From an optimization exercise on the open Yosys and OpenROAD flow, aimed at small area and a short achievable clock period; shortcuts taken in it are not production practice.
RTL that was checked went through simulation tests only; none was proved equivalent to the original.
For run 6, only the layout was checked, not whether the RTL still works.
Power and IR drop assume default switching activity.

## design.v

```verilog
module slc_upd (
    input  wire        v,
    input  wire        vg,         
    input  wire        l,
    input  wire [22:0] magp,
    input  wire [24:0] c,
    input  wire [15:0] s,
    input  wire [15:0] q,
    input  wire        ci,
    input  wire [15:0] a,
    output wire [22:0] magp_n,
    output wire [24:0] c_n,
    output wire [24:0] rs,
    output wire [24:0] rk
);
    wire [15:0] mv = magp[22:7] & {16{vg}};
    wire c7n, c7;              
    pfx_gtree #(.W(7)) u_c7 (.x(magp[6:0]), .y(a[6:0]), .ci(1'b0), .co(c7n));
    assign c7 = ~c7n;
    wire [15:0] n;
    pfx_add #(.W(16)) u_n (.x(mv), .y({7'd0, a[15:7]}), .ci(1'b0), .s(n));
    wire [24:0] sa, ka;
    csa_row #(.W(25)) u_ra (
        .x (~c),
        .y ({{3{s[15]}}, s, 6'd0}),
        .z ({{9{q[15]}}, q}),
        .s (sa),
        .k (ka)
    );
    wire [15:0] sc, kc;
    csa_row #(.W(16)) u_rc (
        .x (sa[15:0]),
        .y ({ka[14:0], ci}),
        .z (n),
        .s (sc),
        .k (kc)
    );
    wire [24:16] hs, hk;
    genvar i;
    generate
        for (i = 16; i < 25; i = i + 1) begin : g_h
            cl_x2  u_s (.a(sa[i]), .b(ka[i-1]), .y(hs[i]));
            cl_and u_k (.a(sa[i]), .b(ka[i-1]), .y(hk[i]));
        end
    endgenerate
    assign rs = {hs, sc};
    assign rk = {hk[23:16], kc[15:0], c7};
    wire [24:0] rsum;
    pfx_add #(.W(25)) u_c (.x(rs), .y(rk), .ci(1'b0), .s(rsum));
    wire [22:0] t1, u1;
    csa_row #(.W(23)) u_m1 (.x(magp), .y({7'd0, a}), .z(~{7'd0, n}), .s(t1), .k(u1));
    pfx_add #(.W(23)) u_m (.x(t1), .y({u1[21:0], c7n}), .ci(1'b0), .s(magp_n));
    assign c_n = (v & l) ? {2'b00, magp_n} : ~rsum;
endmodule
module slc_dec (
    input  wire [15:0] s,
    input  wire [24:0] rs,
    input  wire [24:0] rk,
    input  wire        dv,
    input  wire        in_pre,
    input  wire        in_sync,
    input  wire        m0,
    input  wire        m1,
    input  wire        sm,
    output wire        b,
    output wire        pre_d,
    output wire        sync_d
);
    wire        sg = s[15];
    wire [24:0] xs = {{3{sg}}, s, 6'd0};
    wire [24:0] qs = {{9{1'b1}}, s ^ {16{~sg}}};
    wire [24:0] sum, cy;       
    wire [25:0] ch;            
    assign ch[0] = 1'b0;
    genvar i;
    generate
        for (i = 0; i < 25; i = i + 1) begin : g_c
            c42 u_c (.a(rs[i]), .b(rk[i]), .c(xs[i]), .d(qs[i]), .ci(ch[i]),
                     .co(ch[i+1]), .s(sum[i]), .k(cy[i]));
        end
    endgenerate
    wire c24n;
    pfx_gtree #(.W(24)) u_t (.x(sum[23:0]), .y({cy[22:0], ~sg}), .ci(1'b0), .co(c24n));
    wire t = sum[24] ^ cy[23];             
    wire pa = dv & in_pre  & (t ? m1 : m0);
    wire pb = dv & in_pre  & (t ? m0 : m1);
    wire sa = dv & in_sync & sm & ~t;
    wire sb = dv & in_sync & sm &  t;
    cl_mux u_b  (.s(c24n), .a(t),  .b(~t), .y(b));
    cl_mux u_pf (.s(c24n), .a(pa), .b(pb), .y(pre_d));
    cl_mux u_sf (.s(c24n), .a(sa), .b(sb), .y(sync_d));
endmodule
module c42 (
    input  wire a, input wire b, input wire c, input wire d, input wire ci,
    output wire co, output wire s, output wire k
);
    wire ab, cd, t;
    cl_x2  u_ab (.a(a), .b(b), .y(ab));
    cl_x2  u_cd (.a(c), .b(d), .y(cd));
    cl_x2  u_t  (.a(ab), .b(cd), .y(t));
    cl_maj u_co (.a(a), .b(b), .c(c), .y(co));
    cl_x2  u_s  (.a(t), .b(ci), .y(s));
    cl_mux u_k  (.s(t), .a(d), .b(ci), .y(k));
endmodule
module pfx_add #(
    parameter W = 8
) (
    input  wire [W-1:0] x,
    input  wire [W-1:0] y,
    input  wire         ci,
    output wire [W-1:0] s
);
    localparam L = $clog2(W);
    function integer pol(input integer k, input integer i);
        integer m, n;
        begin
            n = 0;
            for (m = 0; m < k; m = m + 1)
                n = n + ((i >> m) & 1);
            pol = n % 2;
        end
    endfunction
    wire [W*(L+1)-1:0] G, P;
    genvar i, k;
    generate
        for (i = 0; i < W; i = i + 1) begin : g_pg
            if (i == 0) begin : g_b0
                cl_maj u_g (.a(x[0]), .b(y[0]), .c(ci), .y(G[0]));
                assign P[0] = 1'b0;
            end else begin : g_bi
                cl_pg u_pg (.a(x[i]), .b(y[i]), .g(G[i]), .p(P[i]));
            end
        end
        for (k = 0; k < L; k = k + 1) begin : g_lvl
            for (i = 0; i < W; i = i + 1) begin : g_n
                if ((i >> k) & 1) begin : g_op
                    localparam integer J = ((i >> k) << k) - 1;
                    cl_node #(.PI(pol(k, i)), .PJ(pol(k, J))) u_c (
                        .gi (G[k*W+i]), .pi (P[k*W+i]), .gj (G[k*W+J]), .pj (P[k*W+J]),
                        .go (G[(k+1)*W+i]), .po (P[(k+1)*W+i]));
                end else begin : g_pass
                    assign G[(k+1)*W+i] = G[k*W+i];
                    assign P[(k+1)*W+i] = P[k*W+i];
                end
            end
        end
        for (i = 0; i < W; i = i + 1) begin : g_s
            wire h;
            cl_x2 u_h (.a(x[i]), .b(y[i]), .y(h));
            if (i == 0) begin : g_s0
                cl_x2 u_s (.a(h), .b(ci), .y(s[0]));
            end else if (pol(L, i - 1)) begin : g_sn
                cl_xn2 u_s (.a(h), .b(G[L*W+i-1]), .y(s[i]));
            end else begin : g_sp
                cl_x2 u_s (.a(h), .b(G[L*W+i-1]), .y(s[i]));
            end
        end
    endgenerate
endmodule
module pfx_gtree #(
    parameter W = 8
) (
    input  wire [W-1:0] x,
    input  wire [W-1:0] y,
    input  wire         ci,
    output wire         co
);
    localparam L = $clog2(W);
    localparam N = 1 << L;
    wire [N*(L+1)-1:0] G, P;
    genvar i, k;
    generate
        for (i = 0; i < N; i = i + 1) begin : g_pg
            if (i == 0) begin : g_b0
                cl_maj u_g (.a(x[0]), .b(y[0]), .c(ci), .y(G[0]));
                assign P[0] = 1'b0;
            end else if (i < W) begin : g_bi
                cl_pg u_pg (.a(x[i]), .b(y[i]), .g(G[i]), .p(P[i]));
            end else begin : g_pad
                assign G[i] = 1'b0;
                assign P[i] = 1'b1;
            end
        end
        for (k = 0; k < L; k = k + 1) begin : g_lvl
            for (i = 0; i < (N >> (k + 1)); i = i + 1) begin : g_n
                if (k % 2 == 0) begin : g_a
                    cl_gpa u_c (.g(G[k*N+2*i+1]), .p(P[k*N+2*i+1]), .gl(G[k*N+2*i]), .pl(P[k*N+2*i]),
                                .gn(G[(k+1)*N+i]), .pn(P[(k+1)*N+i]));
                end else begin : g_o
                    cl_gpo u_c (.gn(G[k*N+2*i+1]), .pn(P[k*N+2*i+1]), .gln(G[k*N+2*i]), .pln(P[k*N+2*i]),
                                .g(G[(k+1)*N+i]), .p(P[(k+1)*N+i]));
                end
            end
        end
    endgenerate
    assign co = G[L*N];
endmodule
module csa_row #(
    parameter W = 8
) (
    input  wire [W-1:0] x,
    input  wire [W-1:0] y,
    input  wire [W-1:0] z,
    output wire [W-1:0] s,
    output wire [W-1:0] k
);
    genvar i;
    generate
        for (i = 0; i < W; i = i + 1) begin : g_b
            wire h;
            cl_x2  u_h (.a(x[i]), .b(y[i]), .y(h));
            cl_x2  u_s (.a(h), .b(z[i]), .y(s[i]));
            cl_maj u_k (.a(x[i]), .b(y[i]), .c(z[i]), .y(k[i]));
        end
    endgenerate
endmodule
module cl_inv (input wire a, output wire y);
    assign y = ~a;
endmodule
module cl_x2 (input wire a, input wire b, output wire y);
    assign y = a ^ b;
endmodule
module cl_xn2 (input wire a, input wire b, output wire y);
    assign y = ~(a ^ b);
endmodule
module cl_mux (input wire s, input wire a, input wire b, output wire y);
    assign y = s ? b : a;
endmodule
module cl_node #(
    parameter PI = 0,
    parameter PJ = 0
) (
    input  wire gi, input wire pi, input wire gj, input wire pj,
    output wire go, output wire po
);
    wire gi_t = PI ? ~gi : gi;
    wire pi_t = PI ? ~pi : pi;
    wire gj_t = PJ ? ~gj : gj;
    wire pj_t = PJ ? ~pj : pj;
    wire g_t  = gi_t | (pi_t & gj_t);
    wire p_t  = pi_t & pj_t;
    assign go = PI ? g_t : ~g_t;
    assign po = PI ? p_t : ~p_t;
endmodule
module cl_and (input wire a, input wire b, output wire y);
    assign y = a & b;
endmodule
module cl_maj (input wire a, input wire b, input wire c, output wire y);
    assign y = (a & b) | (a & c) | (b & c);
endmodule
module cl_pg (input wire a, input wire b, output wire g, output wire p);
    assign g = a & b;
    assign p = a | b;
endmodule
module cl_gpa (input wire g, input wire p, input wire gl, input wire pl,
               output wire gn, output wire pn);
    assign gn = ~(g | (p & gl));
    assign pn = ~(p & pl);
endmodule
module cl_gpo (input wire gn, input wire pn, input wire gln, input wire pln,
               output wire g, output wire p);
    assign g = ~(gn & (pn | gln));
    assign p = ~(pn | pln);
endmodule
module slc_abs (
    input  wire [15:0] s,
    output wire [15:0] a
);
    wire        sg = s[15];
    assign a = (s ^ {16{sg}}) + {15'd0, sg};
endmodule
module pocsag_bch (
    input  wire [31:0] cw_in,
    output reg  [31:0] cw_out,
    output reg         fail
);
    localparam [32*11-1:0] SYN_TAB = {
        11'h769, 11'h3B5, 11'h1DB, 11'h785, 11'h3C3, 11'h689, 11'h345, 11'h1A3,
        11'h7B9, 11'h3DD, 11'h1EF, 11'h79F, 11'h4A7, 11'h53B, 11'h5F5, 11'h2FB,
        11'h615, 11'h30B, 11'h6ED, 11'h377, 11'h6D3, 11'h401, 11'h201, 11'h101,
        11'h081, 11'h041, 11'h021, 11'h011, 11'h009, 11'h005, 11'h003, 11'h001
    };
    reg [10:0] syn;
    reg [31:0] flip;
    integer p;
    always @* begin
        syn = 11'd0;
        for (p = 0; p < 32; p = p + 1)
            if (cw_in[p])
                syn = syn ^ SYN_TAB[p*11 +: 11];
        flip = 32'd0;
        for (p = 0; p < 32; p = p + 1)
            if (syn == SYN_TAB[p*11 +: 11])
                flip[p] = 1'b1;
        cw_out = cw_in ^ flip;
        fail   = (syn != 11'd0) && (flip == 32'd0);
    end
endmodule
module pocsag_rx (
    input  wire        clk,
    input  wire        rst,
    input  wire        in_valid,
    input  wire [15:0] in_sample,
    output reg         pre_found,
    output reg         sync_found,
    output wire        out_valid,
    output wire [3:0]  out_index,
    output wire [31:0] out_word,
    output wire        out_fail,
    output wire        out_addr
);
    localparam [31:0] SYNC_WORD = 32'h7CD215D8;
    localparam [1:0] S_PRE   = 2'd0,
                     S_SYNC  = 2'd1,
                     S_BATCH = 2'd2;
    wire        acc = in_valid & ~rst;
    wire        sg  = in_sample[15];
    reg  [1:0]  icnt;          
    reg         v_r;           
    reg         vg_r;          
    reg         l_r;           
    reg  [15:0] s_r;           
    reg  [15:0] q_r;           
    reg         ci_r;          
    reg  [15:0] a_r;           
    reg  [22:0] magp;
    reg  [24:0] c_r;
    wire [15:0] a_in;
    wire [22:0] magp_n;
    wire [24:0] c_n;
    wire [24:0] rs_n, rk_n;
    slc_abs u_abs (
        .s (in_sample),
        .a (a_in)
    );
    slc_upd u_upd (
        .v      (v_r),
        .vg     (vg_r),
        .l      (l_r),
        .magp   (magp),
        .c      (c_r),
        .s      (s_r),
        .q      (q_r),
        .ci     (ci_r),
        .a      (a_r),
        .magp_n (magp_n),
        .c_n    (c_n),
        .rs     (rs_n),
        .rk     (rk_n)
    );
    always @(posedge clk) begin
        l_r  <= (icnt == 2'd3);
        vg_r <= acc;
        s_r  <= acc ? in_sample : 16'd0;
        q_r  <= acc ? (in_sample ^ {16{~sg}}) : 16'd0;
        ci_r <= acc & ~sg;
        a_r  <= acc ? a_in : 16'd0;
        if (rst) begin
            icnt <= 2'd0;
            v_r  <= 1'b0;
            magp <= 23'd0;
            c_r  <= 25'd0;
        end else begin
            if (in_valid)
                icnt <= icnt + 2'd1;
            v_r  <= in_valid;
            magp <= magp_n;
            c_r  <= c_n;
        end
    end
    reg  [1:0]   state;
    reg  [31:0]  sr;           
    reg  [31:0]  xr;           
    reg  [511:0] fq;           
    wire in_pre   = (state == S_PRE);
    wire in_sync  = (state == S_SYNC);
    wire in_batch = (state == S_BATCH);
    reg  m0_r, m1_r;           
    reg  sm_r;                 
    wire b, pre_d, sync_d;
    wire dv = acc & (icnt == 2'd3);
    slc_dec u_dec (
        .s       (in_sample),
        .rs      (rs_n),
        .rk      (rk_n),
        .dv      (dv),
        .in_pre  (in_pre),
        .in_sync (in_sync),
        .m0      (m0_r),
        .m1      (m1_r),
        .sm      (sm_r),
        .b       (b),
        .pre_d   (pre_d),
        .sync_d  (sync_d)
    );
    reg bv_r, b_r;             
    always @(posedge clk) begin
        bv_r       <= dv;
        b_r        <= b;
        pre_found  <= pre_d;
        sync_found <= sync_d;
    end
    reg  [9:0] pheld;
    reg  [9:0] ptrans;
    wire       pfull   = (pheld == 10'd576);
    wire       held    = (pheld != 10'd0);
    wire       t_sub   = pfull & (fq[511] ^ fq[479]);
    wire       inc0    = held &  sr[0];
    wire       inc1    = held & ~sr[0];
    wire       nfull   = pfull | (pheld == 10'd575);
    wire       ge518   = (ptrans >= 10'd518);
    wire       ge519   = (ptrans >= 10'd519);
    wire       ge520   = (ptrans >= 10'd520);
    reg  [4:0] scnt;
    reg  [3:0] widx;
    always @(posedge clk) begin
        m0_r <= nfull & ((inc0 & ~t_sub) ? ge518 : (~inc0 & t_sub) ? ge520 : ge519);
        m1_r <= nfull & ((inc1 & ~t_sub) ? ge518 : (~inc1 & t_sub) ? ge520 : ge519);
        sm_r <= (scnt == 5'd31) && (sr[30:0] == SYNC_WORD[31:1]);
    end
    wire inc  = b_r ? inc1 : inc0;
    wire pm_r = b_r ? m1_r : m0_r;
    reg        start_r;
    reg        ovalid;
    reg  [3:0] oidx;
    reg        ofail, oaddr;
    wire push     = bv_r & in_batch & (scnt == 5'd31);
    wire complete = push & (widx == 4'd15);
    wire load     = start_r | (ovalid & (oidx != 4'd15));
    wire [31:0] head = fq[511:480];
    wire [31:0] corr;
    wire        cfail;
    pocsag_bch u_bch (
        .cw_in  (head),
        .cw_out (corr),
        .fail   (cfail)
    );
    always @(posedge clk) begin
        if (rst) begin
            start_r <= 1'b0;
            ovalid  <= 1'b0;
        end else begin
            start_r <= complete;
            ovalid  <= load;
        end
        if (load) begin
            oidx  <= start_r ? 4'd0 : oidx + 4'd1;
            ofail <= cfail;
            oaddr <= ~head[31];
        end
    end
    wire [31:0] fq_in;
    genvar j;
    generate
        for (j = 0; j < 32; j = j + 1) begin : g_in
            if (j == 0) begin : g0
                assign fq_in[j] = in_pre ? xr[31] : b_r;
            end else begin : gj
                assign fq_in[j] = in_pre ? fq[15*32 + j - 1] : sr[j-1];
            end
        end
    endgenerate
    wire fq_en = (bv_r & in_pre) | push | load;
    always @(posedge clk) begin
        if (bv_r)
            sr <= {sr[30:0], b_r};
        if (in_pre) begin
            if (bv_r)
                xr <= {xr[30:0], sr[31]};
        end else if (load) begin
            xr <= corr;
        end
        if (fq_en)
            fq <= {fq[479:0], fq_in};
    end
    always @(posedge clk) begin
        if (rst) begin
            state  <= S_PRE;
            pheld  <= 10'd0;
            ptrans <= 10'd0;
            scnt   <= 5'd0;
            widx   <= 4'd0;
        end else if (bv_r) begin
            case (state)
                S_PRE: begin
                    if (pm_r) begin
                        pheld  <= 10'd0;
                        ptrans <= 10'd0;
                        scnt   <= 5'd0;
                        state  <= S_SYNC;
                    end else begin
                        if (!pfull)
                            pheld <= pheld + 10'd1;
                        if (inc & ~t_sub)
                            ptrans <= ptrans + 10'd1;
                        else if (~inc & t_sub)
                            ptrans <= ptrans - 10'd1;
                    end
                end
                S_SYNC: begin
                    if (sm_r & ~b_r) begin
                        scnt  <= 5'd0;
                        widx  <= 4'd0;
                        state <= S_BATCH;
                    end else if (scnt != 5'd31) begin
                        scnt <= scnt + 5'd1;
                    end
                end
                S_BATCH: begin
                    scnt <= scnt + 5'd1;
                    if (scnt == 5'd31) begin
                        widx <= widx + 4'd1;
                        if (widx == 4'd15)
                            state <= S_SYNC;
                    end
                end
                default: state <= S_PRE;
            endcase
        end
    end
    assign out_valid = ovalid;
    assign out_index = oidx;
    assign out_word  = xr;
    assign out_fail  = ofail;
    assign out_addr  = oaddr;
endmodule
```

## run.sh

```bash
#!/bin/bash
# synth_recipe.tcl (not shown) runs the flow's synth.tcl, then flattens the netlist and writes it again
# the make line also repeats each setting of config.mk as NAME=value (left out here)
make -C /OpenROAD-flow-scripts/flow DESIGN_CONFIG=/design/flow/config.mk WORK_HOME=/design/flow/orfs CLKGATE_MAP_FILE= SYNTH_SCRIPT=/design/flow/synth_recipe.tcl finish
```

## config.mk

```make
export PLATFORM = sky130hd
export DESIGN_NAME = pocsag_rx
export DESIGN_NICKNAME = pocsag_rx
export VERILOG_FILES = /design/flow/design.v
export SDC_FILE = /design/flow/constraint.sdc
export NUM_CORES = 4
export LEC_CHECK = 0
export CAP_MARGIN = 20
export CORE_MARGIN = 2
export CORE_UTILIZATION = 40
export CTS_BUF_LIST = sky130_fd_sc_hd__clkbuf_8
export SLEW_MARGIN = 20
export SYNTH_HIERARCHICAL = 1
```

## constraint.sdc

```tcl
create_clock -name core_clock -period 12.0 [get_ports {clk}]
set_input_delay 2.4000 -clock core_clock [delete_from_list [all_inputs] [get_ports {clk}]]
set_output_delay 2.4000 -clock core_clock [all_outputs]
set_load 0.01 [all_outputs]
```

==> results of run 1 <==
power by group through the flow:
stage	clock [W]	sequential (W)	combinational [W]
CTS	0.00213	0.00285	0.00343
finish	0.00204	0.00285	0.00342
detailed placement	0	0.00290	0.00340
global route	0.00224	0.00285	0.00378
global placement	0	0.00290	0.00334
floorplan	0	0.00288	0.00283
state kept, by name, summed over array words and instances (netlist names), 4 cells and up:
register	cells
fq	512
xr	32
widx	4
sr	32
magp	23
q_r	16
ptrans	10
pheld	10
scnt	5
a_r	16
c_r	25
oidx	4
s_r	16
per-stage QoR:
step                      setup WS [ns]  power, W  instances
after floorplan                   1.362  0.005708       2752
after global placement            6.122  0.006236       3919
after detailed placement          6.089  0.006300       3919
after CTS                         6.493  0.008407       4134
after global routing              6.127  0.008872       4137
final                             6.620  0.008311       4137
layout by cell type (no fill, tap or decap), drive strengths merged, types with 55 or more instances in the layout:
cell           count
or2               93
mux2              95
dfxtp            142
edfxtp           582
clkdlybuf4s50     57
nor2b             65
xor2             400
o21ai            102
maj3              91
nand3             55
a21oi            124
inv              151
xnor2            158
clkbuf           117
nand2            117
conb             121
and2             154
nor2             105
worst max path at each step:
stage / from / to / slack [ns]
4_1_cts: vg_r / sync_found / 6.49
5_1_grt: vg_r / c_r[18] / 6.13
3_5_place_dp: in_sample[6] / b_r / 6.09
2_1_floorplan: scnt[0] / fq[0] / 1.36
6_report: vg_r / sync_found / 6.62
3_3_place_gp: in_sample[2] / b_r / 6.12
layer usage:
metal / vias up / GRT usage [%] / wire length (µm) / part of all wire (%)
met5: - / 0 / 0 / 0
li1: 9616 / - / - / -
met2: 389 / 23.60 / 30220 / 45
met1: 9445 / 21.68 / 33050 / 49
met4: 0 / 4.415 / 1220 / 1.8
met3: 90 / 2.450 / 2940 / 4.4
area by class of cell:
class                           count  share of cell area (%)
Tap cell                         1144                   3.643
Antenna cell                        2                 0.01274
Multi-Input combinational cell   1868                   35.98
Timing Repair Buffer               72                   1.828
Clock inverter                     98                   1.653
Sequential cell                   724                   51.72
Inverter                          112                   1.070
Clock buffer                      117                   4.099
==> summary.txt, run 1 <==
============================================================================
Area after detailed placement                                      37000 µm²
Initial Utilization                                                   40.51%
Power Density                                                   211.5 nW/µm²
Vias in the first global route                                         19542
Wire length of the first global-routing pass                       106700 µm
Drt total wl                                                        67440 µm
Leakage power of the design                                         14.48 nW
Final Hold Vio Count                                                       0
Worst-path cell chain                                           and2_1, maj3_2, a21oi_2, o21ai_1, a21oi_2, o21ai_1, xor2_1, xor2_1, xor2_1, xor2_1, mux2_4, or2_1, a21oi_2, o21ai_2, a21oi_2, o21ai_2, a21oi_2, mux2_4
Worst Max-Slew Pin Slew                                             1.034 ns
Core utilization of the finished layout                               45.93%
# hold bufs at CTS                                                         0
Remaining design rule violation count                                      0
Post-synthesis to final-layout area growth                            13.36%
Portion of total power attributed to the clock network                 24.6%
Family with the most delay on the worst path                    compound AO/OA/AOI/OAI gates
Worst-path fanout max                                                     16
Cts repair resizes                                                         0
Worst path required time                                            12.58 ns
Max-cap violation count                                                    0
Per-cell routed wire length                                         16.30 µm
Input/output buffers                                                      59
Max H-tree Level                                                           3
Min-delay worst type                                              reg -> reg
Routability cong.                                                     0.8547
Overall fraction of global-route tracks in use                        15.10%
Clock buffers created by TritonCTS                                       114
Layout filler cell count                                                7650
Setup violation total in the final timing report                           0
Combinational power share                                              41.2%
Setup TNS Final                                                         0 ns
Slowest-stage cell, CP                                          sky130_fd_sc_hd__dfxtp_1
Slowest stage delay, CP                                              0.61 ns
Setup repair after global routing missed its margin                    false
Drt first-iter violations                                               1169
CTS max path bufs                                                          3
R2r startpoint                                                          vg_r
Minimum period implied by the final worst setup slack               5.380 ns
Storage cell area                                                  20320 µm²
Switching share of power                                              35.17%
Origin of the worst min-delay path                                   fq[118]
Max IR drop VDD                                                    0.1080 mV
Max-slew violation count                                                   0
Antenna violations before repair                                           7
Boundary pin count                                                        60
Worst endpoint data arrival time                                     5.96 ns
Avg Inst Size Synth                                                13.13 µm²
Drt via density                                                        4.723
Outcome                                                         complete, no violations
Internal Pwr Total                                                0.005388 W
Dpl hpwl                                                            46520 µm
Share of post-route cells with drive strength above 1                 19.69%
Clock transition at the registers of the reported paths              0.06 ns
Number of buffers added for setup after CTS                                0
Pin count of the biggest net entering global routing                     184
Terminus of the critical flop-to-flop path                        sync_found
Setup slack on the worst flop-to-flop path                           6.62 ns
Count of clock tree sinks                                                724
Worst max-slew margin expressed relative to the limit                 31.05%
Yosys warning count                                                        8
Vertical die dimension                                              298.4 µm
Die width                                                           298.4 µm
Hold slack                                                         0.3779 ns
Kind of launch point of the worst setup path                       flip-flop
Hold Crit Endpoint                                                   fq[150]
Total die area                                                     89020 µm²
Clock network latency to the later pin of the worst-skew pair        0.74 ns
Reg2reg path depth                                                        18
Number of nets with antenna violations after routing                       0
Seq pwr share                                                          34.2%
Power dissipated by switching net loads                           0.002923 W
First-pass iteration count of the detailed router                          5
Number of cells on the worst hold path                                     0
Worst path most repeated cell                                   sky130_fd_sc_hd__a21oi_2
Achievable clock frequency                                        0.1859 GHz
Total congestion overflow                                                  0
Netlist Area Pre-Place                                             34660 µm²
Clock tree from TritonCTS                                                yes
Worst clock skew                                                  0.05129 ns
Synthesized netlist cell count                                          2639
CP Buf/Inv Count                                                           0
Master cell of the clock root buffer                            sky130_fd_sc_hd__clkbuf_8
Std-Cell Rows                                                            107
Final worst path period share                                         44.84%
Core area                                                          85550 µm²
Net count, final                                                        2933
Sort of element at the end of the critical path                    flip-flop
Number of vias after detailed routing                                  19540
Area of the multi-input gates                                      14130 µm²
Number of cells on the critical path                                      18
Post-Layout Inst Area                                              39290 µm²
Crit Path Category                                                reg -> reg
============================================================================
==> run 2, diff against run 1 <==
==> flow/run.sh (new file) <==
#!/bin/bash
# The standard layout (standard synthesis and the ORFS steps unchanged),
# with one difference: the port buffers that buffer_ports inserts are
# sky130_fd_sc_hd__buf_4 instead of the cell it picks by default
# (clkdlybuf4s50_1, a delay cell). Every input and output port still gets
# its own buffer. make's output goes to standard.log; ORFS keeps each
# step's log under orfs/logs.
set -euo pipefail
export BUFFER_PORTS_ARGS="-buffer_cell sky130_fd_sc_hd__buf_4"
bash standard.sh > standard.log 2>&1
==> standard.sh (new file) <==
#!/bin/bash
# synth_recipe.tcl (not shown) runs the flow's synth.tcl, then flattens the netlist and writes it again
# the make line also repeats each setting of config.mk as NAME=value (left out here)
make -C /OpenROAD-flow-scripts/flow DESIGN_CONFIG=/design/flow/config.mk WORK_HOME=/design/flow/orfs CLKGATE_MAP_FILE= SYNTH_SCRIPT=/design/flow/synth_recipe.tcl "${@:-finish}"
--- a/config.mk
+++ b/config.mk
@@ -10,3 +10,2 @@
 export CORE_UTILIZATION = 40
-export CTS_BUF_LIST = sky130_fd_sc_hd__clkbuf_8
 export SLEW_MARGIN = 20
removed: run.sh
==> run 2 against run 1 <==
Compared with the run above:
- still clean on timing, DRC and antenna
- die area is the same
- total power up 5.2%
- flip-flop and latch count unchanged
- final cell count fell by 1.8%
- cell area up 0.42%
- core utilization is 0.19 points higher
- critical path type unchanged
- largest power group unchanged
- highest routed layer unchanged
==> summary.txt, run 2 <==
============================================================================
Number of vias after detailed routing                                  19290
Net count, final                                                        2894
Pin count of the biggest net entering global routing                     182
Setup violation total in the final timing report                           0
Crit Path Category                                                reg -> reg
Input/output buffers                                                      59
Most used cells in the layout excluding fill and tap cells      582 x sky130_fd_sc_hd__edfxtp_1, 398 x sky130_fd_sc_hd__xor2_1, 150 x sky130_fd_sc_hd__xnor2_1
CTS max path bufs                                                          3
Core utilization of the finished layout                               46.12%
Routability cong.                                                     0.8217
# hold bufs at CTS                                                         0
Power dissipated by switching net loads                           0.002980 W
Hold Crit Endpoint                                                   fq[196]
Yosys warning count                                                        8
Antenna diode count                                                        0
Post-synthesis to final-layout area growth                            13.84%
Netlist Area Pre-Place                                             34660 µm²
Per-cell routed wire length                                         16.95 µm
Minimum period implied by the final worst setup slack               5.375 ns
Antenna violations before repair                                           4
Power Density                                                   221.6 nW/µm²
Setup repair after global routing missed its margin                    false
Max IR drop VDD                                                    0.1265 mV
Worst endpoint data arrival time                                     5.86 ns
Largest reg by FF count                                                   fq
Combinational power share                                              39.5%
Worst Max-Slew Pin Slew                                             1.022 ns
Vias in the first global route                                         19787
Worst path required time                                            12.49 ns
Max-slew violation count                                                   0
Registers with the most flip-flops                              fq x512, sr x32, xr x32
Dpl hpwl                                                            47310 µm
Terminus of the critical flop-to-flop path                               b_r
Sort of element at the end of the critical path                    flip-flop
Drt total wl                                                        68850 µm
Sum of internal, switching and leakage power                      0.008743 W
Area after detailed placement                                      36840 µm²
Initial Utilization                                                   40.51%
Clock buffers created by TritonCTS                                        77
Setup TNS Final                                                         0 ns
Die width                                                           298.4 µm
Min-delay worst type                                              reg -> reg
Synthesized netlist cell count                                          2639
Final Hold Vio Count                                                       0
Wire length of the first global-routing pass                       108900 µm
Portion of total power attributed to the clock network                 27.9%
Commonest non-fill, non-tap cell in the layout                  sky130_fd_sc_hd__edfxtp_1
Remaining design rule violation count                                      0
Boundary pin count                                                        60
Outcome                                                         complete, no violations
Std-Cell Rows                                                            107
Number of instances in the placed design                                3918
Seq pwr share                                                          32.5%
Layout filler cell count                                                7605
Setup slack on the worst flop-to-flop path                           6.63 ns
Max-cap violation count                                                    0
Total congestion overflow                                                  0
Non-filler instance count after layout                                  4061
Number of cells on the worst hold path                                     0
Internal Pwr Total                                                0.005763 W
Post-Layout Inst Area                                              39450 µm²
Total die area                                                     89020 µm²
Overall fraction of global-route tracks in use                        15.48%
Drt via density                                                        4.750
Clock network latency to the later pin of the worst-skew pair        0.62 ns
Cts repair resizes                                                         0
Leakage power of the design                                         14.51 nW
Worst clock skew                                                  0.02847 ns
Drt first-iter violations                                               1225
Kind of launch point of the worst setup path                       flip-flop
Avg Inst Size Synth                                                13.13 µm²
Switching share of power                                              34.08%
Origin of the worst min-delay path                                   fq[164]
Number of buffers added for setup after CTS                                0
Clock tree from TritonCTS                                                yes
Achievable clock frequency                                        0.1860 GHz
Clock transition at the registers of the reported paths              0.06 ns
Reg2reg path depth                                                        18
R2r startpoint                                                          vg_r
Count of clock tree sinks                                                724
Master cell of the clock root buffer                            sky130_fd_sc_hd__clkbuf_16
Vertical die dimension                                              298.4 µm
Worst max-slew margin expressed relative to the limit                 31.87%
Core area                                                          85550 µm²
Worst-path fanout max                                                     16
Final worst path period share                                         44.79%
Number of nets with antenna violations after routing                       0
Max H-tree Level                                                           3
Number of flip-flops under the largest register name                     512
First-pass iteration count of the detailed router                          5
Share of post-route cells with drive strength above 1                 21.29%
============================================================================
-- run 2: cell count changes in the layout (fill, tap and decap cells not counted), sizes merged, moves of 5 or more --
cell	before	now
buf	15	70
clkbuf	117	93
clkdlybuf4s50	57	0
clkinv	51	27
clkinvlp	1	6
inv	151	119
-- run 2: layout make-up --
| type | instances | area [µm²] | share of cell area, % |
|---|---|---|---|
| Sequential cell | 724 | 20320 | 51.50 |
| Multi-Input combinational cell | 1868 | 14130 | 35.83 |
| Clock inverter | 50 | 558.0 | 1.414 |
| Timing Repair Buffer | 70 | 538.0 | 1.364 |
| Tap cell | 1144 | 1431 | 3.628 |
| Clock buffer | 93 | 2052 | 5.201 |
| Inverter | 112 | 420.4 | 1.066 |
-- run 2: worst max path at each step --
stage                             start      end  slack, ns
after CTS                          vg_r  c_r[18]       6.62
after global routing               vg_r  c_r[19]       6.08
final                              vg_r      b_r       6.63
after global placement    in_sample[15]      b_r       6.27
after floorplan                 scnt[0]    fq[0]       1.36
after detailed placement  in_sample[15]      b_r       6.09
-- run 2: metrics by stage --
step	setup slack [ns]	hold WS [ns]
CTS	6.618	0.3910
detailed placement	6.093	0.4045
floorplan	1.362	0.4003
global route	6.077	0.4044
finish	6.625	0.3908
global placement	6.267	0.4002
-- run 2: power by group through the flow --
| stage | Sequential [W] | Clock [W] | Combinational [W] |
|---|---|---|---|
| 2_1_floorplan | 0.00288 | 0 | 0.00283 |
| 3_3_place_gp | 0.00290 | 0 | 0.00334 |
| 3_5_place_dp | 0.00290 | 0 | 0.00343 |
| 4_1_cts | 0.00285 | 0.00252 | 0.00346 |
| 5_1_grt | 0.00285 | 0.00261 | 0.00385 |
| 6_report | 0.00285 | 0.00244 | 0.00346 |
-- run 2: critical path, stage by stage, from the launching register on --
cell                      delay [ns]
sky130_fd_sc_hd__dfxtp_1        0.62
sky130_fd_sc_hd__and2_1         0.24
sky130_fd_sc_hd__maj3_2         0.22
sky130_fd_sc_hd__a21oi_2        0.07
sky130_fd_sc_hd__o21ai_1        0.46
sky130_fd_sc_hd__a21oi_2        0.26
sky130_fd_sc_hd__o21ai_1        0.21
sky130_fd_sc_hd__xor2_1         0.51
sky130_fd_sc_hd__xor2_1         0.41
sky130_fd_sc_hd__xor2_1         0.29
sky130_fd_sc_hd__xor2_1         0.28
sky130_fd_sc_hd__mux2_4         0.33
sky130_fd_sc_hd__or2_1          0.26
sky130_fd_sc_hd__a21oi_2        0.16
sky130_fd_sc_hd__o21ai_2        0.07
sky130_fd_sc_hd__a21oi_2        0.14
sky130_fd_sc_hd__o21ai_2        0.11
sky130_fd_sc_hd__a21oi_2        0.28
sky130_fd_sc_hd__mux2_4         0.33
-- run 2: layer usage --
layer	vias to the layer above	track usage (%)	routed length (µm)	share of wire [%]
li1	9494	-	-	-
met1	9438	22.20	34020	49
met2	271	24.40	31100	45
met3	87	2.348	2418	3.5
met4	0	4.415	1326	1.9
met5	-	0	0	0
==> run 3, diff against run 2 <==
==> flow/run.sh (replaced) <==
#!/bin/bash
# The standard layout (standard synthesis and the ORFS steps unchanged),
# with two differences:
# - the port buffers that buffer_ports inserts are sky130_fd_sc_hd__buf_4
#   instead of the cell it picks by default (clkdlybuf4s50_1, a delay
#   cell); every input and output port still gets its own buffer;
# - repair_timing works on every path with less than 7 ns of setup slack
#   (SETUP_SLACK_MARGIN), so it sizes up the gates on the critical paths.
#   The clock period and the constraints are the standard flow's own.
# make's output goes to standard.log; ORFS keeps each step's log under
# orfs/logs.
set -euo pipefail
export BUFFER_PORTS_ARGS="-buffer_cell sky130_fd_sc_hd__buf_4"
export SETUP_SLACK_MARGIN=7
bash standard.sh > standard.log 2>&1
==> run 3 against run 2 <==
Compared with the run above:
- still clean
- die area is the same
- setup slack gained 0.63 ns
- core utilization grew 0.41 points
- non-clock buffer count grew 3
- sequential share of layout area shrank 0.44 points
- flip-flop and latch count is the same
- synthesized area is the same
- combinational power is essentially flat
- critical endpoint unchanged
- highest routed layer unchanged
==> summary.txt, run 3 <==
============================================================================
Clock transition at the registers of the reported paths              0.06 ns
First-pass iteration count of the detailed router                          5
Initial Utilization                                                   40.51%
Remaining design rule violation count                                      0
Input/output buffers                                                      59
Overall fraction of global-route tracks in use                        15.22%
Worst endpoint data arrival time                                     5.25 ns
Max-slew violation count                                                   0
Total congestion overflow                                                  0
Leakage power of the design                                         14.61 nW
Number of nets with antenna violations after routing                       0
Commonest non-fill, non-tap cell in the layout                  sky130_fd_sc_hd__edfxtp_1
Drt via density                                                        4.795
Number of cells on the worst hold path                                     0
Std-Cell Rows                                                            107
Slowest-stage cell, CP                                          sky130_fd_sc_hd__mux2_4
Worst-path cell chain                                           buf_12, buf_8, xnor2_1, xor2_1, xor2_1, mux2_4, or2_1, a21oi_2, o21ai_2, a21oi_2, o21ai_2, a21oi_4, mux2_4
Layout filler cell count                                                7523
Netlist Area Pre-Place                                             34660 µm²
Setup slack on the worst flop-to-flop path                           7.33 ns
Number of flip-flops under the largest register name                     512
Max IR drop VDD                                                    0.1197 mV
Worst max-slew margin expressed relative to the limit                 25.47%
Setup violation total in the final timing report                           0
Avg Inst Size Synth                                                13.13 µm²
Synthesized netlist cell count                                          2639
Antenna diode count                                                        0
Routability cong.                                                     0.8126
Power Density                                                   220.2 nW/µm²
Max-cap violation count                                                    0
Hold Crit Endpoint                                                   fq[354]
Drt first-iter violations                                               1354
Master cell of the clock root buffer                            sky130_fd_sc_hd__clkbuf_16
Per-cell routed wire length                                         16.90 µm
Final Hold Vio Count                                                       0
Largest reg by FF count                                                   fq
Setup Slack @ Placement                                             6.070 ns
Count of clock tree sinks                                                724
Clock buffers created by TritonCTS                                        76
Sort of element at the end of the critical path                    flip-flop
Total die area                                                     89020 µm²
Dpl hpwl                                                            47040 µm
Worst Max-Slew Pin Slew                                             1.118 ns
# hold bufs at CTS                                                         0
CTS max path bufs                                                          3
R2r startpoint                                                          vg_r
Least setup slack across all paths after layout                     7.259 ns
Antenna violations before repair                                           1
Setup repair after global routing missed its margin                    false
Boundary pin count                                                        60
Worst clock skew                                                  0.03384 ns
Min-delay worst type                                              reg -> reg
Drt total wl                                                        68550 µm
Final worst path period share                                         39.51%
Slowest stage delay, CP                                              0.33 ns
Number of vias after detailed routing                                  19452
Minimum period implied by the final worst setup slack               4.741 ns
Max H-tree Level                                                           3
Wire length of the first global-routing pass                       107500 µm
Most used cells in the layout excluding fill and tap cells      582 x sky130_fd_sc_hd__edfxtp_1, 386 x sky130_fd_sc_hd__xor2_1, 142 x sky130_fd_sc_hd__xnor2_1
Net count, final                                                        2896
Worst path required time                                            12.51 ns
Registers with the most flip-flops                              fq x512, sr x32, xr x32
Vertical die dimension                                              298.4 µm
Share of post-route cells with drive strength above 1                 22.59%
Yosys warning count                                                        8
Worst-path fanout max                                                     48
Clock tree from TritonCTS                                                yes
Origin of the worst min-delay path                                   fq[322]
Reg2reg path depth                                                        16
Outcome                                                         complete, no violations
Achievable clock frequency                                        0.2109 GHz
Vias in the first global route                                         19581
Core area                                                          85550 µm²
Terminus of the critical flop-to-flop path                               b_r
Crit Path Category                                                 in -> reg
Post-synthesis to final-layout area growth                            14.85%
Setup TNS Final                                                         0 ns
Pin count of the biggest net entering global routing                     201
Die width                                                           298.4 µm
Clock network latency to the later pin of the worst-skew pair        0.64 ns
Kind of launch point of the worst setup path                       input pin
============================================================================
==> run 3: changes by cell type in the layout (fill, tap and decap cells not counted), moves of 4 or more <==
cell                        before  now
sky130_fd_sc_hd__clkbuf_1       12    7
sky130_fd_sc_hd__xnor2_1       150  142
sky130_fd_sc_hd__clkbuf_16      80   76
sky130_fd_sc_hd__xor2_2          2   14
sky130_fd_sc_hd__xnor2_2         7   15
sky130_fd_sc_hd__xor2_1        398  386
==> run 3: how the worst max path moves through the flow <==
stage,from,endpoint,slack [ns]
after floorplan,scnt[1],fq[0],5.69
after global placement,in_sample[15],b_r,6.10
after detailed placement,in_sample[15],b_r,6.07
after CTS,in_sample[15],b_r,7.04
after global routing,vg_r,pre_found,7.03
final,in_sample[15],b_r,7.26
==> run 3: final cells by class <==
cell class / instances / area (µm²) / area share [%]
repair buffers: 73 / 600.6 / 1.509
multi-input cells: 1868 / 14380 / 36.13
clock inverters: 50 / 679.4 / 1.707
well taps: 1144 / 1431 / 3.596
inverters: 112 / 420.4 / 1.056
flip-flops and latches: 724 / 20320 / 51.06
clock buffers: 86 / 1969 / 4.948
==> run 3: what timing repair did <==
action / CTS / global route
setup buffers: 0 / 2
resized for setup: 8 / 22
gates cloned: 0 / 0
pin swaps: 0 / 3
hold endpoints to repair: 0 / 0
setup endpoints to repair: 16 / 11
==> run 3: worst max-delay path, delay by kind of cell <==
family | cells | cell delay (ns)
AO/OA/AOI/OAI | 5 | 0.69
multiplexers | 2 | 0.65
XOR/XNOR | 3 | 0.64
buffers and inverters | 2 | 0.54
AND/OR/NAND/NOR | 1 | 0.27
==> run 3: power breakdown <==
group          switching (W)  internal, W  leakage, nW
registers          0.0000604      0.00278         6.40
clock network        0.00101      0.00144         1.27
logic                0.00192      0.00155         6.94
total                0.00299      0.00577         14.6
==> run 3: routing by layer <==
metal | wire length (µm) | track usage [%] | vias up
li1 | - | - | 9503
met1 | 33370 | 21.60 | 9546
met2 | 31270 | 24.10 | 307
met3 | 2580 | 2.545 | 96
met4 | 1324 | 4.319 | 0
met5 | 0 | 0 | -
==> run 3: through the flow <==
stage	util, %	instance area, µm²	total power [W]	instances	hold WS (ns)
4_1_cts	46.31	39620	0.008806	4054	0.3907
6_report	46.53	39800	0.008764	4057	0.3928
2_1_floorplan	-	35190	0.005707	2752	0.4003
3_5_place_dp	43.17	36930	0.006303	3918	0.4045
5_1_grt	46.53	39800	0.009321	4057	0.3982
3_3_place_gp	43.17	36930	0.006225	3918	0.4007
==> run 4, diff against run 3 <==
--- a/flow/run.sh
+++ b/flow/run.sh
@@ -6,3 +6,3 @@
 #   cell); every input and output port still gets its own buffer;
-# - repair_timing works on every path with less than 7 ns of setup slack
+# - repair_timing works on every path with less than 9 ns of setup slack
 #   (SETUP_SLACK_MARGIN), so it sizes up the gates on the critical paths.
@@ -13,3 +13,3 @@
 export BUFFER_PORTS_ARGS="-buffer_cell sky130_fd_sc_hd__buf_4"
-export SETUP_SLACK_MARGIN=7
+export SETUP_SLACK_MARGIN=9
 bash standard.sh > standard.log 2>&1
==> run 4 against run 3 <==
Compared with the run above:
- still clean on timing, DRC and antenna
- die area stayed put
- register-to-register slack improved by 0.18 ns
- clock-buffer cell count up 7
- wire length increased by 8.6%
- total power up 9.5%
- first-iteration DRC count fell by 21%
- global-route usage grew 1.3 points
- clock skew fell by 0.0014 ns
- critical path depth increased by 1
- synthesized area stayed put
- fmax up 3.7%
- combinational power grew 24%
- critical path type unchanged
- critical endpoint is now sync_found
- highest routed layer unchanged
==> summary.txt, run 4 <==
============================================================================
Setup TNS Final                                                         0 ns
Clock network latency to the later pin of the worst-skew pair        0.63 ns
Leakage power of the design                                         16.66 nW
Net count, final                                                        3101
Area of the multi-input gates                                      16580 µm²
Vias in the first global route                                         20584
Drt via density                                                        4.812
Master cell of the clock root buffer                            sky130_fd_sc_hd__clkbuf_16
Minimum period implied by the final worst setup slack               4.574 ns
Netlist Area Pre-Place                                             34660 µm²
Worst endpoint data arrival time                                     5.09 ns
Overall fraction of global-route tracks in use                        16.48%
Power Density                                                   217.1 nW/µm²
Count of clock tree sinks                                                724
Yosys warning count                                                        8
Worst clock skew                                                  0.03244 ns
Vertical die dimension                                              298.4 µm
Outcome                                                         complete, no violations
Per-cell routed wire length                                         17.44 µm
Max IR drop VDD                                                    0.1249 mV
Share of post-route cells with drive strength above 1                 36.60%
Number of nets with antenna violations after routing                       0
Sort of element at the end of the critical path                    flip-flop
Dpl hpwl                                                            45980 µm
Layout filler cell count                                                7107
Achievable clock frequency                                        0.2186 GHz
Max-slew violation count                                                   0
CTS max path bufs                                                          3
Boundary pin count                                                        60
Max-cap violation count                                                    0
Routability cong.                                                     0.8288
Antenna violations before repair                                           3
Worst path required time                                            12.52 ns
Input/output buffers                                                      59
Setup violation total in the final timing report                           0
Hold slack                                                         0.3967 ns
Avg Inst Size Synth                                                13.13 µm²
Worst-path fanout max                                                      7
# hold bufs at CTS                                                         0
Non-filler instance count after layout                                  4268
Core area                                                          85550 µm²
Worst Max-Slew Pin Slew                                             1.054 ns
Clock buffers created by TritonCTS                                        76
Commonest non-fill, non-tap cell in the layout                  sky130_fd_sc_hd__edfxtp_1
Std-Cell Rows                                                            107
Sum of internal, switching and leakage power                      0.009598 W
Post-synthesis to final-layout area growth                            27.56%
Number of instances in the placed design                                3915
Core utilization of the finished layout                               51.68%
Number of vias after detailed routing                                  20538
Crit Path Category                                                 in -> reg
Storage cell area                                                  20330 µm²
Kind of launch point of the worst setup path                       input pin
Wire length of the first global-routing pass                       115200 µm
Max H-tree Level                                                           3
Total die area                                                     89020 µm²
First-pass iteration count of the detailed router                          5
Synthesized netlist cell count                                          2639
Worst max-slew margin expressed relative to the limit                 29.65%
Drt total wl                                                        74420 µm
Setup repair after global routing missed its margin                     true
Total congestion overflow                                                  0
Most used cells in the layout excluding fill and tap cells      582 x sky130_fd_sc_hd__edfxtp_1, 342 x sky130_fd_sc_hd__xor2_1, 173 x sky130_fd_sc_hd__buf_4
Largest reg by FF count                                                   fq
Initial Utilization                                                   40.51%
Final worst path period share                                         38.11%
Number of flip-flops under the largest register name                     512
Clock tree from TritonCTS                                                yes
Min-delay worst type                                              reg -> reg
Final Hold Vio Count                                                       0
Remaining design rule violation count                                      0
Clock transition at the registers of the reported paths              0.06 ns
Registers with the most flip-flops                              fq x512, sr x32, xr x32
Drt first-iter violations                                               1067
Pin count of the biggest net entering global routing                      93
Die width                                                           298.4 µm
============================================================================
[run 4: final timing paths]
| check | from | slack [ns] | to | cells past startpoint |
|---|---|---|---|---|
| max | in_sample[15] | 7.43 | sync_found | 14 |
| max reg2reg | vg_r | 7.51 | sync_found | 23 |
| min | fq[157] | 0.40 | fq[189] | 0 |
| min reg2reg | fq[157] | 0.40 | fq[189] | 0 |
[run 4: critical path, cell delays in order]
cell and delay (ns):
sky130_fd_sc_hd__buf_16 0.11, sky130_fd_sc_hd__buf_16 0.15, sky130_fd_sc_hd__buf_12 0.15, sky130_fd_sc_hd__xnor2_4 0.15, sky130_fd_sc_hd__xor2_1 0.19, sky130_fd_sc_hd__xor2_1 0.27, sky130_fd_sc_hd__mux2_4 0.33, sky130_fd_sc_hd__or2_1 0.24
sky130_fd_sc_hd__a21oi_2 0.16, sky130_fd_sc_hd__o21ai_2 0.08, sky130_fd_sc_hd__a21oi_2 0.19, sky130_fd_sc_hd__o21ai_4 0.11, sky130_fd_sc_hd__a21oi_4 0.23, sky130_fd_sc_hd__mux2_4 0.32
[run 4: routing by layer]
layer  up-vias  part of all wire, %  wire length (µm)  track usage (%)
met5         -                    0                 0                0
met4         0                  2.3              1727            4.846
met3       102                  3.9              2883            2.566
met2       331                   47             34860            26.25
met1     10193                   47             34950            23.31
li1       9912                    -                 -                -
[run 4: layout make-up]
class                      instances  area share, %
sequential                       724          45.99
clock inverter                    48          1.449
tap                             1144          3.238
antenna                            1       0.005660
clock buffer                      93          4.585
multi-input combinational       1870          37.51
inverter                         112         0.9934
timing repair buffer             276          6.223
[run 4: power breakdown]
part | internal [W] | total (W) | switching (W) | leakage (nW)
sequential | 0.00278 | 0.00285 | 0.0000631 | 6.40
clock | 0.00146 | 0.00246 | 0.00100 | 1.28
combinational | 0.00202 | 0.00429 | 0.00227 | 8.98
total | 0.00626 | 0.00960 | 0.00333 | 16.7
[run 4: stage by stage]
stage               instance area [µm²]  worst slack, ns
finish                            44210            7.426
global route                      44210            7.344
CTS                               43080            7.505
detailed placement                37340            5.791
global placement                  37340            5.944
floorplan                         35820            5.692
[run 4: timing repair]
item                       4_1_cts  5_1_grt
buffers inserted               150       50
setup endpoints to repair      467      249
cloned                          10        1
resized for setup              318      146
pin swaps                      108       89
hold endpoints to repair         0        0
==> run 5, diff against run 4 <==
--- a/flow/run.sh
+++ b/flow/run.sh
@@ -6,3 +6,3 @@
 #   cell); every input and output port still gets its own buffer;
-# - repair_timing works on every path with less than 9 ns of setup slack
+# - repair_timing works on every path with less than 8 ns of setup slack
 #   (SETUP_SLACK_MARGIN), so it sizes up the gates on the critical paths.
@@ -13,3 +13,3 @@
 export BUFFER_PORTS_ARGS="-buffer_cell sky130_fd_sc_hd__buf_4"
-export SETUP_SLACK_MARGIN=9
+export SETUP_SLACK_MARGIN=8
 bash standard.sh > standard.log 2>&1
==> run 5 against run 4 <==
Compared with the run above:
- still clean
- synthesized area unchanged
- global-route usage shrank 0.73 points
- setup slack improved by 0.11 ns
- clock skew decreased by 0.0089 ns
- clock-buffer cell count rose by 9
- critical path depth fell by 1
- via count down 2.5%
- critical endpoint unchanged
==> summary.txt, run 5 <==
============================================================================
Setup slack on the worst flop-to-flop path                           7.60 ns
Synthesized netlist cell count                                          2639
Number of cells on the worst hold path                                     0
Boundary pin count                                                        60
Number of flip-flops under the largest register name                     512
Origin of the worst min-delay path                                   fq[110]
Leakage power of the design                                         15.44 nW
Number of instances in the placed design                                3916
Vias in the first global route                                         20316
Reg2reg path depth                                                        21
Overall fraction of global-route tracks in use                        15.75%
Crit Path Category                                                 in -> reg
Largest reg by FF count                                                   fq
Final Hold Vio Count                                                       0
Avg Inst Size Synth                                                13.13 µm²
Netlist Area Pre-Place                                             34660 µm²
Clock buffers created by TritonCTS                                        79
Pin count of the biggest net entering global routing                     223
Dpl hpwl                                                            46200 µm
R2r startpoint                                                          vg_r
# hold bufs at CTS                                                         0
Drt via density                                                        4.831
Vertical die dimension                                              298.4 µm
Die width                                                           298.4 µm
Setup repair after global routing missed its margin                     true
Number of nets with antenna violations after routing                       0
Antenna violations before repair                                           1
Master cell of the clock root buffer                            sky130_fd_sc_hd__clkbuf_16
Most used cells in the layout excluding fill and tap cells      582 x sky130_fd_sc_hd__edfxtp_1, 355 x sky130_fd_sc_hd__xor2_1, 139 x sky130_fd_sc_hd__dfxtp_1
Met3 usage                                                            2.523%
CTS max path bufs                                                          3
Max-slew violation count                                                   0
Slowest stage delay, CP                                              0.33 ns
Worst Max-Slew Pin Slew                                             1.056 ns
Clock tree from TritonCTS                                                yes
Registers with the most flip-flops                              fq x512, sr x32, xr x32
Setup violation total in the final timing report                           0
Power Density                                                   228.2 nW/µm²
Core area                                                          85550 µm²
Clock transition at the registers of the reported paths              0.06 ns
Drt first-iter violations                                               1323
Drt total wl                                                        71010 µm
Global routing's busiest layer                                          met2
Outcome                                                         complete, no violations
Wire length of the first global-routing pass                       111200 µm
Net count, final                                                        2979
Number of vias after detailed routing                                  20020
Sort of element at the end of the critical path                    flip-flop
Post-synthesis to final-layout area growth                            20.55%
Count of clock tree sinks                                                724
Max H-tree Level                                                           3
Achievable clock frequency                                        0.2239 GHz
Setup TNS Final                                                         0 ns
Max IR drop VDD                                                    0.1328 mV
Share of post-route cells with drive strength above 1                 28.54%
Remaining design rule violation count                                      0
Worst endpoint data arrival time                                     4.98 ns
Met2 layer usage reported by global route                             25.25%
First-pass iteration count of the detailed router                          5
Max-cap violation count                                                    0
Worst-path fanout max                                                      6
Worst max-slew margin expressed relative to the limit                 29.58%
Routability cong.                                                     0.8256
Final worst path period share                                         37.22%
Total congestion overflow                                                  0
Initial Utilization                                                   40.51%
Min-delay worst type                                              reg -> reg
Slowest-stage cell, CP                                          sky130_fd_sc_hd__mux2_4
Kind of launch point of the worst setup path                       input pin
Commonest non-fill, non-tap cell in the layout                  sky130_fd_sc_hd__edfxtp_1
Worst path required time                                            12.51 ns
Minimum period implied by the final worst setup slack               4.467 ns
Global-route track usage on met1                                      22.25%
Input/output buffers                                                      59
Per-cell routed wire length                                         17.14 µm
Hold Crit Endpoint                                                   fq[142]
Yosys warning count                                                        8
Non-filler instance count after layout                                  4144
Worst clock skew                                                  0.02356 ns
Std-Cell Rows                                                            107
Worst-path cell chain                                           buf_16, buf_16, xnor2_4, xor2_1, xor2_1, mux2_4, or2_1, a21oi_2, o21ai_2, a21oi_2, o21ai_4, a21oi_4, mux2_4
Terminus of the critical flop-to-flop path                        sync_found
Clock network latency to the later pin of the worst-skew pair        0.63 ns
Total die area                                                     89020 µm²
============================================================================
[run 5: how the worst max path moves through the flow]
stage / start / endpoint / slack, ns
2_1_floorplan: scnt[1] / fq[0] / 5.69
3_3_place_gp: in_sample[15] / b_r / 5.97
3_5_place_dp: in_sample[15] / sync_found / 5.85
4_1_cts: in_sample[15] / sync_found / 7.61
5_1_grt: vg_r / sync_found / 7.43
6_report: in_sample[15] / sync_found / 7.53
[run 5: area by class of cell]
cell class / instances / area (µm²)
Antenna cell: 1 / 2.502
Clock inverter: 40 / 536.8
Tap cell: 1144 / 1431
Multi-Input combinational cell: 1869 / 15450
Sequential cell: 724 / 20330
Timing Repair Buffer: 152 / 1423
Fill cell: 7385 / 43770
Clock buffer: 102 / 2185
Inverter: 112 / 430.4
[run 5: power breakdown]
| group | total (W) | switching (W) | internal, W |
|---|---|---|---|
| Sequential | 0.00284 | 0.0000617 | 0.00278 |
| Clock | 0.00248 | 0.00101 | 0.00147 |
| Combinational | 0.00421 | 0.00222 | 0.00199 |
[run 5: worst max-delay path, delay by kind of cell]
kind,cells,cell delay [ns]
XOR/XNOR,3,0.61
AND/OR/NAND/NOR,1,0.24
multiplexers,2,0.65
buffers and inverters,2,0.29
AO/OA/AOI/OAI,5,0.77
[run 5: what timing repair did]
action	in CTS	in global routing
setup buffers	47	32
setup endpoints to repair	72	30
endpoints found under the hold margin	0	0
gates resized for setup	123	104
gates cloned	5	0
pin swaps	75	39
[run 5: routing by layer]
| layer | share of wire, % | up-vias |
|---|---|---|
| met4 | 2.1 | 0 |
| li1 | - | 9666 |
| met1 | 48 | 9965 |
| met2 | 47 | 288 |
| met3 | 3.1 | 101 |
| met5 | 0 | - |
[run 5: stage by stage]
stage          power, W  setup WS [ns]  utilization, %  instance area (µm²)  hold slack, ns
2_1_floorplan  0.005714          5.692               -                35340          0.4003
3_3_place_gp   0.006200          5.966           43.27                37010          0.4001
3_5_place_dp   0.006289          5.851           43.27                37010          0.4045
4_1_cts        0.009247          7.608           47.88                40960          0.4013
5_1_grt         0.01012          7.427           48.84                41780          0.4135
6_report       0.009536          7.533           48.84                41780          0.4039
==> run 6, diff against run 5 <==
--- a/design.v
+++ b/design.v
@@ -16,2 +16,3 @@
     wire [15:0] mv = magp[22:7] & {16{vg}};
+    wire [8:0]  ah = a[15:7];
     wire c7n, c7;              
@@ -19,4 +20,2 @@
     assign c7 = ~c7n;
-    wire [15:0] n;
-    pfx_add #(.W(16)) u_n (.x(mv), .y({7'd0, a[15:7]}), .ci(1'b0), .s(n));
     wire [24:0] sa, ka;
@@ -29,27 +28,41 @@
     );
-    wire [15:0] sc, kc;
-    csa_row #(.W(16)) u_rc (
-        .x (sa[15:0]),
-        .y ({ka[14:0], ci}),
-        .z (n),
-        .s (sc),
-        .k (kc)
-    );
-    wire [24:16] hs, hk;
+    wire [24:0] kx = {ka[23:0], ci};
+    wire [16:0] ch;
+    wire [15:0] kq;
+    assign ch[0] = 1'b0;
     genvar i;
     generate
-        for (i = 16; i < 25; i = i + 1) begin : g_h
-            cl_x2  u_s (.a(sa[i]), .b(ka[i-1]), .y(hs[i]));
-            cl_and u_k (.a(sa[i]), .b(ka[i-1]), .y(hk[i]));
+        for (i = 0; i < 16; i = i + 1) begin : g_q
+            if (i < 9) begin : g_4
+                c42 u_c (.a(mv[i]), .b(ah[i]), .c(sa[i]), .d(kx[i]), .ci(ch[i]),
+                         .co(ch[i+1]), .s(rs[i]), .k(kq[i]));
+            end else begin : g_3
+                c42z u_c (.a(mv[i]), .c(sa[i]), .d(kx[i]), .ci(ch[i]),
+                          .co(ch[i+1]), .s(rs[i]), .k(kq[i]));
+            end
+        end
+    endgenerate
+    wire [24:16] hk;
+    csa_row #(.W(1)) u_f16 (.x(sa[16]), .y(kx[16]), .z(ch[16]), .s(rs[16]), .k(hk[16]));
+    generate
+        for (i = 17; i < 25; i = i + 1) begin : g_h
+            cl_x2  u_s (.a(sa[i]), .b(kx[i]), .y(rs[i]));
+            cl_and u_k (.a(sa[i]), .b(kx[i]), .y(hk[i]));
         end
     endgenerate
-    assign rs = {hs, sc};
-    assign rk = {hk[23:16], kc[15:0], c7};
+    assign rk = {hk[23:16], kq, c7};
     wire [24:0] rsum;
     pfx_add #(.W(25)) u_c (.x(rs), .y(rk), .ci(1'b0), .s(rsum));
-    wire [22:0] t1, u1;
-    csa_row #(.W(23)) u_m1 (.x(magp), .y({7'd0, a}), .z(~{7'd0, n}), .s(t1), .k(u1));
-    pfx_add #(.W(23)) u_m (.x(t1), .y({u1[21:0], c7n}), .ci(1'b0), .s(magp_n));
+    slc_magp u_m (.magp(magp), .a(a), .mv(mv), .c7(c7), .magp_n(magp_n));
     assign c_n = (v & l) ? {2'b00, magp_n} : ~rsum;
 endmodule
+module slc_magp (
+    input  wire [22:0] magp,
+    input  wire [15:0] a,
+    input  wire [15:0] mv,
+    input  wire        c7,
+    output wire [22:0] magp_n
+);
+    assign magp_n = magp + {7'd0, a} - {7'd0, mv} - {14'd0, a[15:7]} - {22'd0, c7};
+endmodule
 module slc_dec (
@@ -77,4 +90,9 @@
         for (i = 0; i < 25; i = i + 1) begin : g_c
-            c42 u_c (.a(rs[i]), .b(rk[i]), .c(xs[i]), .d(qs[i]), .ci(ch[i]),
-                     .co(ch[i+1]), .s(sum[i]), .k(cy[i]));
+            if (i < 6) begin : g_z
+                c42z u_c (.a(rs[i]), .c(rk[i]), .d(qs[i]), .ci(ch[i]),
+                          .co(ch[i+1]), .s(sum[i]), .k(cy[i]));
+            end else begin : g_f
+                c42 u_c (.a(rs[i]), .b(rk[i]), .c(xs[i]), .d(qs[i]), .ci(ch[i]),
+                         .co(ch[i+1]), .s(sum[i]), .k(cy[i]));
+            end
         end
@@ -92,2 +110,13 @@
 endmodule
+module c42z (
+    input  wire a, input wire c, input wire d, input wire ci,
+    output wire co, output wire s, output wire k
+);
+    wire cd, t;
+    cl_x2  u_cd (.a(c), .b(d), .y(cd));
+    cl_x2  u_t  (.a(a), .b(cd), .y(t));
+    cl_and u_co (.a(a), .b(c), .y(co));
+    cl_x2  u_s  (.a(t), .b(ci), .y(s));
+    cl_mux u_k  (.s(t), .a(d), .b(ci), .y(k));
+endmodule
 module c42 (
--- a/config.mk
+++ b/config.mk
@@ -10,2 +10,3 @@
 export CORE_UTILIZATION = 40
+export CTS_BUF_LIST = sky130_fd_sc_hd__clkbuf_8
 export SLEW_MARGIN = 20
==> run 6 against run 5 <==
Compared with the run above:
- via count down 1.3%
- critical path depth up 1
- sequential power about the same
- largest cell class unchanged
- still clean on timing, DRC and antenna
- flip-flop and latch count unchanged
- combinational power up 4%
- first-iteration DRC count down 28%
- clock skew up 0.027 ns
==> summary.txt, run 6 <==
============================================================================
Worst-path cell chain                                           buf_16, buf_16, buf_12, xnor2_2, xor2_1, xor2_1, mux2_4, or2_1, nand2_1, nor2_1, a21oi_4, o21ai_4, a21oi_4, mux2_4
Clock tree from TritonCTS                                                yes
Final worst path period share                                         37.53%
Share of post-route cells with drive strength above 1                 24.88%
Routability cong.                                                     0.8443
Max IR drop VDD                                                    0.1469 mV
Avg Inst Size Synth                                                13.24 µm²
Achievable clock frequency                                        0.2221 GHz
Min-delay worst type                                              reg -> reg
Yosys warning count                                                        8
Count of clock tree sinks                                                724
Initial Utilization                                                   40.20%
Global-route track usage on met1                                      20.88%
Remaining design rule violation count                                      0
Commonest non-fill, non-tap cell in the layout                  sky130_fd_sc_hd__edfxtp_1
Slowest stage delay, CP                                              0.33 ns
Max-cap violation count                                                    0
Final Hold Vio Count                                                       0
Met2 layer usage reported by global route                             26.36%
Antenna violations before repair                                           1
Setup violation total in the final timing report                           0
Outcome                                                         complete, no violations
Number of vias after detailed routing                                  19764
Most used cells in the layout excluding fill and tap cells      582 x sky130_fd_sc_hd__edfxtp_1, 314 x sky130_fd_sc_hd__xor2_1, 178 x sky130_fd_sc_hd__inv_1
Master cell of the clock root buffer                            sky130_fd_sc_hd__clkbuf_8
Crit Path Category                                                 in -> reg
Synthesized netlist cell count                                          2621
Registers with the most flip-flops                              fq x512, sr x32, xr x32
Setup slack on the worst flop-to-flop path                           7.61 ns
Post-synthesis to final-layout area growth                            16.48%
Core area                                                          86350 µm²
Per-cell routed wire length                                         17.01 µm
Reg2reg path depth                                                        19
Die width                                                           298.6 µm
Max H-tree Level                                                           3
Wire length of the first global-routing pass                       111400 µm
Worst endpoint data arrival time                                     5.10 ns
Post-Layout Inst Area                                              40430 µm²
Worst-path fanout max                                                      6
Setup TNS Final                                                         0 ns
Netlist Area Pre-Place                                             34710 µm²
Max-slew violation count                                                   0
R2r startpoint                                                        a_r[0]
Origin of the worst min-delay path                                   fq[289]
Area after detailed placement                                      36760 µm²
Total congestion overflow                                                  0
CP Buf/Inv Count                                                           3
Std-Cell Rows                                                            108
Total die area                                                     89150 µm²
Pin count of the biggest net entering global routing                     203
Number of cells on the worst hold path                                     0
Largest reg by FF count                                                   fq
Boundary pin count                                                        60
Vertical die dimension                                              298.6 µm
Overall fraction of global-route tracks in use                        15.75%
Hold Crit Endpoint                                                   fq[321]
Storage cell area                                                  20330 µm²
Worst path required time                                            12.60 ns
Net count, final                                                        2968
Number of cells on the critical path                                      14
Power Density                                                   231.6 nW/µm²
Drt first-iter violations                                                959
Clock transition at the registers of the reported paths              0.06 ns
Setup repair after global routing missed its margin                     true
CTS max path bufs                                                          3
Layout filler cell count                                                7627
Leakage power of the design                                         15.13 nW
Worst max-slew margin expressed relative to the limit                 23.19%
Vias in the first global route                                         20499
Family with the most delay on the worst path                    XOR/XNOR gates
Sort of element at the end of the critical path                    flip-flop
Kind of launch point of the worst setup path                       input pin
Worst clock skew                                                  0.05045 ns
Global routing's busiest layer                                          met2
Dpl hpwl                                                            46780 µm
Slowest-stage cell, CP                                          sky130_fd_sc_hd__mux2_4
Drt via density                                                        4.808
Clock buffers created by TritonCTS                                       117
Number of flip-flops under the largest register name                     512
Terminus of the critical flop-to-flop path                           c_r[20]
Minimum period implied by the final worst setup slack               4.503 ns
Met3 usage                                                            2.632%
Core utilization of the finished layout                               46.82%
Clock network latency to the later pin of the worst-skew pair        0.73 ns
Number of nets with antenna violations after routing                       0
Input/output buffers                                                      59
Drt total wl                                                        69910 µm
First-pass iteration count of the detailed router                          5
Worst Max-Slew Pin Slew                                             1.152 ns
Area of the multi-input gates                                      14490 µm²
============================================================================
-- run 6: cell type report --
| type | count | share of cell area [%] |
|---|---|---|
| antenna | 2 | 0.01238 |
| clock inverter | 84 | 1.634 |
| clock buffer | 127 | 4.323 |
| tap | 1155 | 3.574 |
| inverter | 165 | 1.541 |
| multi-input combinational | 1729 | 35.85 |
| sequential | 724 | 50.28 |
| timing repair buffer | 124 | 2.770 |
| timing repair inverter | 1 | 0.01857 |
-- run 6: worst max-delay path by stage --
stage,startpoint,endpoint
3_3_place_gp,in_sample[15],b_r
4_1_cts,in_sample[15],sync_found
3_5_place_dp,in_sample[15],pre_found
6_report,in_sample[15],sync_found
5_1_grt,a_r[0],c_r[20]
2_1_floorplan,state[0],fq[0]
-- run 6: what timing repair did --
| item | 4_1_cts | 5_1_grt |
|---|---|---|
| setup buffers | 41 | 14 |
| cloned | 3 | 0 |
| hold buffers | 0 | 0 |
| pin swaps | 47 | 20 |
| resized for setup | 117 | 27 |
| setup endpoints to repair | 75 | 244 |
-- run 6: through the flow --
step | power [W] | hold slack (ns) | cells | setup slack (ns)
after floorplan | 0.005923 | 0.4003 | 2676 | 5.688
after global placement | 0.006469 | 0.4006 | 3840 | 6.001
after detailed placement | 0.006548 | 0.4045 | 3840 | 5.840
after CTS | 0.009291 | 0.3702 | 4095 | 7.590
after global routing | 0.01000 | 0.3846 | 4110 | 7.412
final | 0.009362 | 0.3738 | 4111 | 7.497
-- run 6: layer usage --
layer  vias up  wire, µm
met2       300     33550
met1      9685     32340
li1       9649         -
met4         0      1681
met5         -         0
met3       130      2333
-- run 6: power breakdown --
| group | total, W | internal [W] | switching [W] |
|---|---|---|---|
| clock | 0.00216 | 0.00118 | 0.000982 |
| sequential | 0.00284 | 0.00278 | 0.0000572 |
| combinational | 0.00436 | 0.00203 | 0.00233 |

-- separate check: timing with driven ports --
The results above use ideal ports. As a check the final layouts listed here were re-extracted and re-timed, cells and wires unchanged. Step 1, drivers: a clkbuf_16 drives clk and a buf_2 each remaining input, both assumed. Step 2 also shifts input and output timing later by t, the mid clock arrival at the registers, as if the neighbouring blocks saw the same clock. a / b / c = no drivers / after step 1 / after step 2; a / b = the first two.
run | t, ns | slack for setup (ns) | worst slew at a driven data input, ns
run 1 | 0.772 | 6.620 / 6.620 / 6.086 | 0.06
run 2 | 0.667 | 6.625 / 6.625 / 6.083 | 0.06
run 3 | 0.688 | 7.259 / 7.260 / 6.573 | 0.06
run 4 | 0.683 | 7.426 / 7.401 / 6.717 | 0.13
run 5 | 0.686 | 7.533 / 7.485 / 6.799 | 0.14
run 6 | 0.764 | 7.497 / 7.495 / 6.731 | 0.08
After both steps setup and hold are still met in every run listed. For run 6, which loses most, drivers alone change the setup slack by -0.002 ns; drivers and shift together by -0.766 ns.
